From an optimization exercise on the open Yosys and OpenROAD flow, aimed at small area, a short achievable clock period and few clock cycles; shortcuts taken in it are not production practice. In this exercise RTL edits were held to simulation tests only and were not proved equivalent to the original.

<file path="flow/config.mk">
export PLATFORM = sky130hd
export DESIGN_NAME = ence464_core
export DESIGN_NICKNAME = ence464_core
export VERILOG_FILES = /design/flow/design.v
export SDC_FILE = /design/flow/constraint.sdc
export NUM_CORES = 4
export LEC_CHECK = 0
export CAP_MARGIN = 20
export CORE_MARGIN = 2
export CORE_UTILIZATION = 40
export SLEW_MARGIN = 20
</file>
<file path="flow/constraint.sdc">
create_clock -name core_clock -period 80.0 [get_ports {clk}]
set_input_delay 16.0000 -clock core_clock [delete_from_list [all_inputs] [get_ports {clk}]]
set_output_delay 16.0000 -clock core_clock [all_outputs]
set_load 0.01 [all_outputs]
</file>
<file path="flow/design.v">
module ence464_core (
    input             clk,
    input             rst,         
    input             cmd_valid,
    output            cmd_ready,
    input      [31:0] cmd,
    input      [31:0] ticks,       
    input             full_dh,     
    input             full_dy,     
    input             full_ah,     
    input             full_ay,     
    output reg        rsp_valid,
    output reg [2:0]  rsp_status,
    output reg [15:0] rsp_data,
    output reg [7:0]  rsp_events,
    output reg [3:0]  rsp_fatal,
    output reg [11:0] pub_disp_h,
    output reg [8:0]  pub_disp_y,
    output reg [6:0]  pub_act_h,
    output reg [6:0]  pub_act_y
);
    localparam [2:0] ST_OK = 3'd0, ST_BLOCKED = 3'd1, ST_ILL_CMD = 3'd2,
                     ST_ILL_OPND = 3'd3, ST_PROTOCOL = 3'd4, ST_HALTED = 3'd5,
                     ST_FATAL = 3'd6;
    localparam EV_SMP = 0, EV_CTL = 1, EV_DISP_H = 2, EV_DISP_Y = 3,
               EV_ACT_H = 4, EV_ACT_Y = 5, EV_RELOAD = 6, EV_REF = 7;
    localparam [1:0] HS_WFS = 2'd0, HS_SMP = 2'd1, HS_WFC = 2'd2, HS_CTL = 2'd3;
    localparam [31:0] RELOAD_THRESHOLD = 32'd400000000;
    localparam [31:0] RELOAD_VALUE     = 32'd1000000000;
    localparam signed [49:0] DEN_H = 50'sd8000000000;   
    localparam signed [49:0] DEN_Y = 50'sd400000000;    
    localparam signed [47:0] I_MAX = {1'b0, {47{1'b1}}};
    localparam signed [47:0] I_MIN = {1'b1, {47{1'b0}}};
    assign cmd_ready = 1'b1;
    wire go = cmd_valid & cmd_ready;
    reg [11:0] rf0 [0:4];
    reg [2:0]  rf0_wr;
    reg [11:0] rf1 [0:9];
    reg [3:0]  rf1_wr;
    reg signed [8:0] qd_cnt;
    reg        qd_pa, qd_pb;
    reg        qd_ref_en;
    reg [11:0] smp_ground;
    reg        smp_cal_done;
    reg [11:0] ch_h;
    reg signed [8:0] ch_y;
    reg [3:0]  tgt_h;
    reg [4:0]  tgt_y;
    reg signed [47:0] pidh_i;
    reg signed [47:0] pidy_i;
    reg [31:0] last_ticks;
    reg [1:0]  hs;
    reg        fatal_s, fatal_c;
    wire is_rf_write = (cmd & 32'hFFFEF000) == 32'h10000000;
    wire is_rf_read  = (cmd & 32'hFFFEFFF0) == 32'h11000000;
    wire is_rf_mean  = (cmd & 32'hFFFEFFFF) == 32'h12000000;
    wire is_qd_edge  = (cmd & 32'hFFFFFFFC) == 32'h20000000;
    wire is_qd_ref   = cmd == 32'h21000000;
    wire is_qd_yaw   = cmd == 32'h22000000;
    wire is_smp_run  = (cmd & 32'hFFFFF000) == 32'h30000000;
    wire is_ctl_run  = cmd == 32'h40000000;
    wire is_take_s   = cmd == 32'h50000000;
    wire is_give_c   = cmd == 32'h51000000;
    wire is_take_c   = cmd == 32'h52000000;
    wire is_give_s   = cmd == 32'h53000000;
    wire is_set_h    = (cmd & 32'hFFFFFFF0) == 32'h60000000;
    wire is_set_y    = (cmd & 32'hFFFFFFE0) == 32'h61000000;
    wire        sel   = cmd[16];
    wire [11:0] val12 = cmd[11:0];
    wire [3:0]  k     = cmd[3:0];
    wire [4:0]  rd0_pos = {2'b0, rf0_wr} + {1'b0, k};
    wire [4:0]  rd0_idx = (rd0_pos >= 5'd5) ? rd0_pos - 5'd5 : rd0_pos;
    wire [4:0]  rd1_pos = {1'b0, rf1_wr} + {1'b0, k};
    wire [4:0]  rd1_idx = (rd1_pos >= 5'd10) ? rd1_pos - 5'd10 : rd1_pos;
    wire [11:0] rd0_val = rf0[rd0_idx[2:0]];
    wire [11:0] rd1_val = rf1[rd1_idx[3:0]];
    wire        rd_bad  = sel ? (k >= 4'd10) : (k >= 4'd5);
    reg  [11:0] win0 [0:4];
    integer i;
    always @(*) begin
        for (i = 0; i < 5; i = i + 1)
            win0[i] = (is_smp_run && rf0_wr == i) ? val12 : rf0[i];
    end
    wire [14:0] sum0 = win0[0] + win0[1] + win0[2] + win0[3] + win0[4];
    wire [15:0] sum1 = rf1[0] + rf1[1] + rf1[2] + rf1[3] + rf1[4]
                     + rf1[5] + rf1[6] + rf1[7] + rf1[8] + rf1[9];
    wire [16:0] mean0_full = ({1'b0, sum0, 1'b0} + 17'd5) / 17'd10;
    wire [16:0] mean1_full = ({sum1, 1'b0} + 17'd10) / 17'd20;
    wire [11:0] mean0 = mean0_full[11:0];
    wire [11:0] mean1 = mean1_full[11:0];
    wire [3:0] dir_idx = {qd_pb, qd_pa, cmd[1], cmd[0]};
    reg signed [1:0] dir;
    always @(*) begin
        case (dir_idx)
            4'd1, 4'd7, 4'd8, 4'd14: dir = -2'sd1;
            4'd2, 4'd4, 4'd11, 4'd13: dir = 2'sd1;
            default: dir = 2'sd0;
        endcase
    end
    wire signed [9:0] cnt_sum  = qd_cnt + dir;
    wire signed [9:0] cnt_norm = (cnt_sum > 10'sd224)  ? cnt_sum - 10'sd448 :
                                 (cnt_sum < -10'sd223) ? cnt_sum + 10'sd448 : cnt_sum;
    wire signed [15:0] deg_prod = qd_cnt * 16'sd45;
    wire signed [15:0] deg_q    = deg_prod / 16'sd56;
    wire signed [8:0]  yaw_deg  = deg_q[8:0];
    wire        cal_now    = !smp_cal_done && tgt_h == 4'd0;
    wire [11:0] ground_eff = cal_now ? mean0 : smp_ground;
    wire [11:0] hag        = (ground_eff > mean0) ? ground_eff - mean0 : 12'd0;
    wire signed [32:0] el       = $signed({1'b0, last_ticks}) - $signed({1'b0, ticks});
    wire               dt_bad   = el <= 33'sd0;
    wire               reload   = ticks < RELOAD_THRESHOLD;
    wire signed [13:0] eh       = $signed({1'b0, tgt_h} * 11'd100) - $signed({2'b0, ch_h});
    wire               parked   = (tgt_h == 4'd0) && (eh >= -14'sd10) && (eh <= 14'sd10);
    wire signed [13:0] eh_abs   = (eh < 0) ? -eh : eh;
    wire signed [47:0] ih_base  = (eh_abs < 14'sd20) ? 48'sd0 : pidh_i;
    wire signed [46:0] ih_prod  = eh * el;
    wire signed [48:0] ih_sum   = ih_base + ih_prod;
    wire signed [47:0] ih_new   = (ih_sum > I_MAX) ? I_MAX :
                                  (ih_sum < I_MIN) ? I_MIN : ih_sum[47:0];
    wire signed [49:0] offh_s   = parked ? 50'sd0 : 50'sd50 * DEN_H;
    wire signed [49:0] nh       = offh_s + eh * (DEN_H / 50'sd10) + ih_new;
    wire signed [49:0] qh       = nh / DEN_H;
    wire [6:0]         duty_h   = (nh < 0) ? 7'd0 : (qh > 50'sd99) ? 7'd99 : qh[6:0];
    reg signed [10:0] y_target;
    always @(*) begin
        if (tgt_y == 5'd23) y_target = 11'sd179;
        else                y_target = -11'sd165 + $signed({6'b0, tgt_y}) * 11'sd15;
    end
    wire signed [10:0] ye1      = y_target - ch_y;
    wire signed [10:0] ye2      = ye1 - 11'sd360;
    wire signed [10:0] ye1_abs  = (ye1 < 0) ? -ye1 : ye1;
    wire signed [10:0] ye2_abs  = (ye2 < 0) ? -ye2 : ye2;
    wire signed [10:0] ey       = (ye2_abs < ye1_abs) ? -ye2 : -ye1;
    wire signed [10:0] ey_abs   = (ey < 0) ? -ey : ey;
    wire signed [47:0] iy_base  = (ey_abs < 11'sd2) ? 48'sd0 : pidy_i;
    wire signed [43:0] iy_prod  = ey * el;
    wire signed [48:0] iy_sum   = iy_base + iy_prod;
    wire signed [47:0] iy_new   = (iy_sum > I_MAX) ? I_MAX :
                                  (iy_sum < I_MIN) ? I_MIN : iy_sum[47:0];
    wire signed [49:0] offy_s   = parked ? 50'sd0 : 50'sd40 * DEN_Y;
    wire signed [49:0] ny       = offy_s + ey * DEN_Y + iy_new;
    wire signed [49:0] qy       = ny / DEN_Y;
    wire [6:0]         duty_y   = (ny < 0) ? 7'd0 : (qy > 50'sd85) ? 7'd85 : qy[6:0];
    always @(posedge clk) begin
        if (rst) begin
            for (i = 0; i < 5; i = i + 1) rf0[i] <= 12'd0;
            for (i = 0; i < 10; i = i + 1) rf1[i] <= 12'd0;
            rf0_wr       <= 3'd0;
            rf1_wr       <= 4'd0;
            qd_cnt       <= 9'sd0;
            qd_pa        <= 1'b0;
            qd_pb        <= 1'b0;
            qd_ref_en    <= 1'b1;
            smp_ground   <= 12'd0;
            smp_cal_done <= 1'b0;
            ch_h         <= 12'd0;
            ch_y         <= 9'sd0;
            tgt_h        <= 4'd0;
            tgt_y        <= 5'd0;
            pidh_i       <= 48'sd0;
            pidy_i       <= 48'sd0;
            last_ticks   <= RELOAD_VALUE;
            hs           <= HS_WFS;
            fatal_s      <= 1'b0;
            fatal_c      <= 1'b0;
            rsp_valid    <= 1'b0;
        end else begin
            rsp_valid <= go;
            if (go) begin
                rsp_status <= ST_OK;
                rsp_data   <= 16'd0;
                rsp_events <= 8'd0;
                rsp_fatal  <= 4'd0;
                pub_disp_h <= 12'd0;
                pub_disp_y <= 9'd0;
                pub_act_h  <= 7'd0;
                pub_act_y  <= 7'd0;
                if (is_rf_write) begin
                    if (sel) begin
                        rf1[rf1_wr] <= val12;
                        rf1_wr <= (rf1_wr == 4'd9) ? 4'd0 : rf1_wr + 4'd1;
                    end else begin
                        rf0[rf0_wr] <= val12;
                        rf0_wr <= (rf0_wr == 3'd4) ? 3'd0 : rf0_wr + 3'd1;
                    end
                end else if (is_rf_read) begin
                    if (rd_bad) rsp_status <= ST_ILL_OPND;
                    else        rsp_data   <= {4'd0, sel ? rd1_val : rd0_val};
                end else if (is_rf_mean) begin
                    rsp_data <= {4'd0, sel ? mean1 : mean0};
                end else if (is_qd_edge) begin
                    qd_cnt <= cnt_norm[8:0];
                    qd_pa  <= cmd[0];
                    qd_pb  <= cmd[1];
                end else if (is_qd_ref) begin
                    if (qd_ref_en) begin
                        qd_ref_en <= 1'b0;
                        rsp_events[EV_REF] <= 1'b1;
                    end
                end else if (is_qd_yaw) begin
                    rsp_data <= {{7{yaw_deg[8]}}, yaw_deg};
                end else if (is_smp_run) begin
                    if (fatal_s) rsp_status <= ST_HALTED;
                    else if (hs != HS_SMP) rsp_status <= ST_PROTOCOL;
                    else begin
                        rsp_events[EV_SMP] <= 1'b1;
                        rf0[rf0_wr] <= val12;
                        rf0_wr <= (rf0_wr == 3'd4) ? 3'd0 : rf0_wr + 3'd1;
                        if (cal_now) begin
                            smp_ground   <= mean0;
                            smp_cal_done <= 1'b1;
                        end
                        ch_h <= hag;
                        ch_y <= yaw_deg;
                        if (full_dh) begin
                            fatal_s    <= 1'b1;
                            rsp_status <= ST_FATAL;
                            rsp_fatal  <= 4'd1;
                        end else begin
                            rsp_events[EV_DISP_H] <= 1'b1;
                            pub_disp_h <= hag;
                            if (full_dy) begin
                                fatal_s    <= 1'b1;
                                rsp_status <= ST_FATAL;
                                rsp_fatal  <= 4'd2;
                            end else begin
                                rsp_events[EV_DISP_Y] <= 1'b1;
                                pub_disp_y <= yaw_deg;
                            end
                        end
                    end
                end else if (is_ctl_run) begin
                    if (fatal_c) rsp_status <= ST_HALTED;
                    else if (hs != HS_CTL) rsp_status <= ST_PROTOCOL;
                    else begin
                        rsp_events[EV_CTL] <= 1'b1;
                        if (dt_bad) begin
                            fatal_c    <= 1'b1;
                            rsp_status <= ST_FATAL;
                            rsp_fatal  <= 4'd5;
                        end else begin
                            if (reload) begin
                                rsp_events[EV_RELOAD] <= 1'b1;
                                last_ticks <= RELOAD_VALUE;
                            end else begin
                                last_ticks <= ticks;
                            end
                            pidh_i <= ih_new;
                            if (full_ah) begin
                                fatal_c    <= 1'b1;
                                rsp_status <= ST_FATAL;
                                rsp_fatal  <= 4'd3;
                            end else begin
                                rsp_events[EV_ACT_H] <= 1'b1;
                                pub_act_h <= duty_h;
                                pidy_i <= iy_new;
                                if (full_ay) begin
                                    fatal_c    <= 1'b1;
                                    rsp_status <= ST_FATAL;
                                    rsp_fatal  <= 4'd4;
                                end else begin
                                    rsp_events[EV_ACT_Y] <= 1'b1;
                                    pub_act_y <= duty_y;
                                end
                            end
                        end
                    end
                end else if (is_take_s) begin
                    if (fatal_s) rsp_status <= ST_HALTED;
                    else if (hs == HS_WFS) hs <= HS_SMP;
                    else rsp_status <= ST_BLOCKED;
                end else if (is_give_c) begin
                    if (fatal_s) rsp_status <= ST_HALTED;
                    else if (hs == HS_SMP) hs <= HS_WFC;
                    else rsp_status <= ST_PROTOCOL;
                end else if (is_take_c) begin
                    if (fatal_c) rsp_status <= ST_HALTED;
                    else if (hs == HS_WFC) hs <= HS_CTL;
                    else rsp_status <= ST_BLOCKED;
                end else if (is_give_s) begin
                    if (fatal_c) rsp_status <= ST_HALTED;
                    else if (hs == HS_CTL) hs <= HS_WFS;
                    else rsp_status <= ST_PROTOCOL;
                end else if (is_set_h) begin
                    if (cmd[3:0] > 4'd10) rsp_status <= ST_ILL_OPND;
                    else tgt_h <= cmd[3:0];
                end else if (is_set_y) begin
                    if (cmd[4:0] > 5'd23) rsp_status <= ST_ILL_OPND;
                    else tgt_y <= cmd[4:0];
                end else begin
                    rsp_status <= ST_ILL_CMD;
                end
            end
        end
    end
endmodule
</file>
<file path="flow/run.sh">
#!/bin/bash
# synth_recipe.tcl (not shown) runs the flow's synth.tcl, then flattens the netlist and writes it again
# the make line also repeats each setting of config.mk as NAME=value (left out here)
make -C /OpenROAD-flow-scripts/flow DESIGN_CONFIG=/design/flow/config.mk WORK_HOME=/design/flow/orfs CLKGATE_MAP_FILE= SYNTH_SCRIPT=/design/flow/synth_recipe.tcl finish
</file>
==> impl_metrics.py <==
metrics = {
    "worst_setup_path": {
        "end_kind": "register",
        "worstRegToRegCells": 169,
        "crit_slowest_cell": "o32ai_1",
        "cp_slowest_stage_delay_ns": 0.79,
        "cp-start-kind": "primary input",
        "crit_top_cell": "a21o_1",
        "required_ns": 80.43,
        "critPathKind": "in2reg",
        "arrival_ns": 66.21,
        "crit_path_max_fanout": 24,
    },
    "drt": {
        "vias": 101800,
        "ant_nets": 0,
        "post_drt_wl_per_cell_um": 20.81,
        "vias_per_cell": 5.747,
        "drt_pass1_iterations": 6,
        "totalWireLength_um": 368600,
        "drt_iter0_drc": 7863,
        "drc_errors": 0,
    },
    "floorplanning": {
        "die_w_um": 540.0,
        "design.core.area_um2": 285500,
        "ioPinCount": 139,
        "num_rows": 196,
        "die_h_um": 540.0,
        "dieArea_um2": 291600,
        "start_util_pct": 40.26,
    },
    "clock_network": {
        "cts_max_path_buffers": 3,
        "postCtsSetupBuffers": 0,
        "clock-sinks": 545,
        "tritoncts": "built",
        "clk_pin_slew_ns": 0.06,
        "htree_num_levels": 3,
        "clock_latency_ns": 0.74,
        "post_cts_resized": 0,
        "numCtsBuffers": 72,
        "cts_root_buffer": "clkbuf_16",
        "ctsHoldBuffers": 0,
    },
    "placed_design": {
        "gp_congestion": 0.9218,
        "port_buffers": 136,
        "place_inst": 17580,
        "dp_hpwl_um": 291500,
    },
    "run_status": {
        "status": "finished clean",
    },
    "finish": {
        "utilization_pct": 43.20,
        "drive_gt1_share_pct": 6.272,
        "seq_area_um2": 14420,
        "multi_input_area_um2": 92310,
        "final_cells": 17720,
        "final_common_cell": "inv_1",
        "fillers": 28900,
        "nets": 15960,
        "layout_common_cells": "inv_1, nand2_1, nor2_1",
        "area_growth_pct": 7.308,
    },
    "logic_synthesis": {
        "syn_avg_cell_area_um2": 8.211,
        "ys.flop_type": "edfxtp_1",
        "syn_inst": 14000,
        "synth-edff-count": 350,
        "synth-seq-cells": 545,
        "synth-async-reset-ratio_pct": 0,
        "synth_seq_area_share_pct": 12.54,
        "netlist_area_um2": 114900,
        "yosysWarnings": 2,
        "ys_types": 169,
    },
    "grt": {
        "grt_max_degree": 129,
        "antenna_found_initial": 7,
        "overflow": 0,
        "grt_pass1_vias": 102000,
        "grt_usage_pct": 25.10,
        "grt_pass1_wl_um": 586200,
    },
    "timing": {
        "fin_crit_ns": 65.79,
        "rsz0062_at_grt": "false",
        "setup-tns-final_ns": 0,
        "hold_viol": 0,
        "holdWs_ns": 0.4504,
        "worstMarginPinSlew_ns": 1.160,
        "max_freq_ghz": 0.01520,
        "setup_viol": 0,
        "skew_ns": 0.09006,
        "max-slew-margin-rel_pct": 21.85,
        "period_share_pct": 82.23,
        "finalMaxSlewViolations": 0,
    },
    "run": {
        "cap_violations": 0,
    },
    "hold_path": {
        "hold_path_depth": 2,
        "hp-class": "reg2reg",
    },
}
[registers in the layout (all words and copies together) (netlist names), 4 cells and up]
name and count:
rsp_events 8, rf1 192, ch_h 12, rf1_wr 4, rsp_data 13, pub_disp_h 12, pub_act_y 7, pidy_i 48
last_ticks 32, rf0 96, qd_cnt 9, pidh_i 48, tgt_y 5, pub_disp_y 9, ch_y 9, pub_act_h 7
smp_ground 12, tgt_h 4
[critical path: cells and delay by family]
kind / cells / cell delay [ns]
adder cells (fa/ha/maj): 12 / 5.51
buffers and inverters: 9 / 2.34
multiplexers: 2 / 0.68
AO/OA/AOI/OAI: 90 / 26.84
XOR/XNOR: 6 / 3.01
AND/OR/NAND/NOR: 37 / 11.67
[metal layers]
layer	track usage [%]	part of all wire, %	vias to the layer above
met5	0	0.0038	-
met4	8.131	3.6	2
met3	3.696	6.4	627
met2	42.83	48	3194
met1	32.46	43	49970
li1	-	-	48040
[worst paths after layout]
check | start | to | slack (ns)
max | ticks[2] | pub_act_h[3] | 14.21
min | pidh_i[38] | pidh_i[38] | 0.45
max reg2reg | tgt_y[2] | pub_act_y[0] | 28.34
min reg2reg | pidh_i[38] | pidh_i[38] | 0.45
[stage by stage]
step | setup slack (ns) | cell area, um^2
after global placement | 13.59 | 120700
after detailed placement | 13.55 | 120800
after floorplan | 24.11 | 114900
after global routing | 10.20 | 123300
final | 14.21 | 123300
after CTS | 14.25 | 123200
[logic make-up (layout without fill, tap and decap cells)]
group,Yosys count,in the layout,share of synthesized area [%]
flops,545,545,12.54
simple gates,4657,4657,19.03
xor+xnor,1028,1028,7.930
mux,292,292,3.484
fa+ha+maj,2063,2063,30.23
compound gates,3184,3184,19.17
buf+inv,2224,2179,7.612
other cells,2,7,0.006535
[area by class of cell]
| class | instances | area share (%) |
|---|---|---|
| Multi-Input combinational cell | 11230 | 74.86 |
| Sequential cell | 545 | 11.69 |
| Inverter | 1691 | 5.147 |
| Tap cell | 3762 | 3.817 |
| Timing Repair Buffer | 360 | 2.484 |
| Clock buffer | 86 | 1.545 |
| Clock inverter | 42 | 0.4535 |
| Antenna cell | 4 | 0.008117 |
[synth_stat cells (40+ instances only)]
library cell | number | area, um^2
inv_1 | 1683 | 6317
nand2_1 | 1541 | 5784
nor2_1 | 1328 | 4985
fa_1 | 1211 | 24240
a21oi_1 | 847 | 4239
ha_1 | 785 | 9822
xnor2_1 | 695 | 6087
o21ai_0 | 437 | 2187
clkbuf_1 | 377 | 1415
edfxtp_1 | 350 | 10510
xor2_1 | 320 | 2803
nor3_1 | 302 | 1511
nand3_1 | 278 | 1391
a21o_1 | 272 | 2042
and2_1 | 261 | 1633
dfxtp_1 | 195 | 3904
a211oi_1 | 139 | 1044
a31oi_1 | 135 | 844.6
o21bai_1 | 135 | 1013
o211ai_1 | 132 | 991.0
mux2i_1 | 120 | 1201
nand2b_1 | 115 | 719.4
and3_1 | 108 | 675.7
nand4_1 | 108 | 675.7
o21ai_1 | 90 | 450.4
mux2_2 | 88 | 991.0
or3_1 | 86 | 538.0
nor2b_1 | 83 | 519.3
nor4_1 | 83 | 519.3
or2_2 | 80 | 500.5
o21a_1 | 78 | 585.6
mux4_2 | 76 | 1712
buf_4 | 68 | 510.5
maj3_1 | 67 | 670.6
buf_2 | 63 | 315.3
o31ai_1 | 62 | 465.5
o22ai_1 | 59 | 369.1
a211o_1 | 48 | 420.4
or4_1 | 44 | 330.3
nor3b_1 | 41 | 307.8
o2111ai_1 | 40 | 350.3
Testbench counts, summed over its fixed seeds: cycles 31,584.

afterwards: timing with drivers on the ports:
No port has a modelled driver above. Below, the same layout with a new extraction and two added sets of constraints. Step 1, drivers: a clkbuf_16 drives clk and a buf_2 each remaining input, both assumed. Step 2 times the ports against the registers' clock, not the clock port: input delays grow and output delays shrink by t, the midpoint of the rising clock arrivals with the driver on. a / b / c = no drivers / after step 1 / after step 2; a / b = the first two.
t (ns): 0.785
setup slack, ns: 14.214 / 14.284 / 13.499
hold slack, ns: 0.450 / 0.450 / 0.450
latest minus earliest clock arrival (ns): 0.091 / 0.090
worst register clock-pin slew, ns: 0.08 / 0.08
After both steps this run still meets setup and hold. The setup slack of this run moves by +0.070 ns with the drivers and by -0.715 ns with both steps.
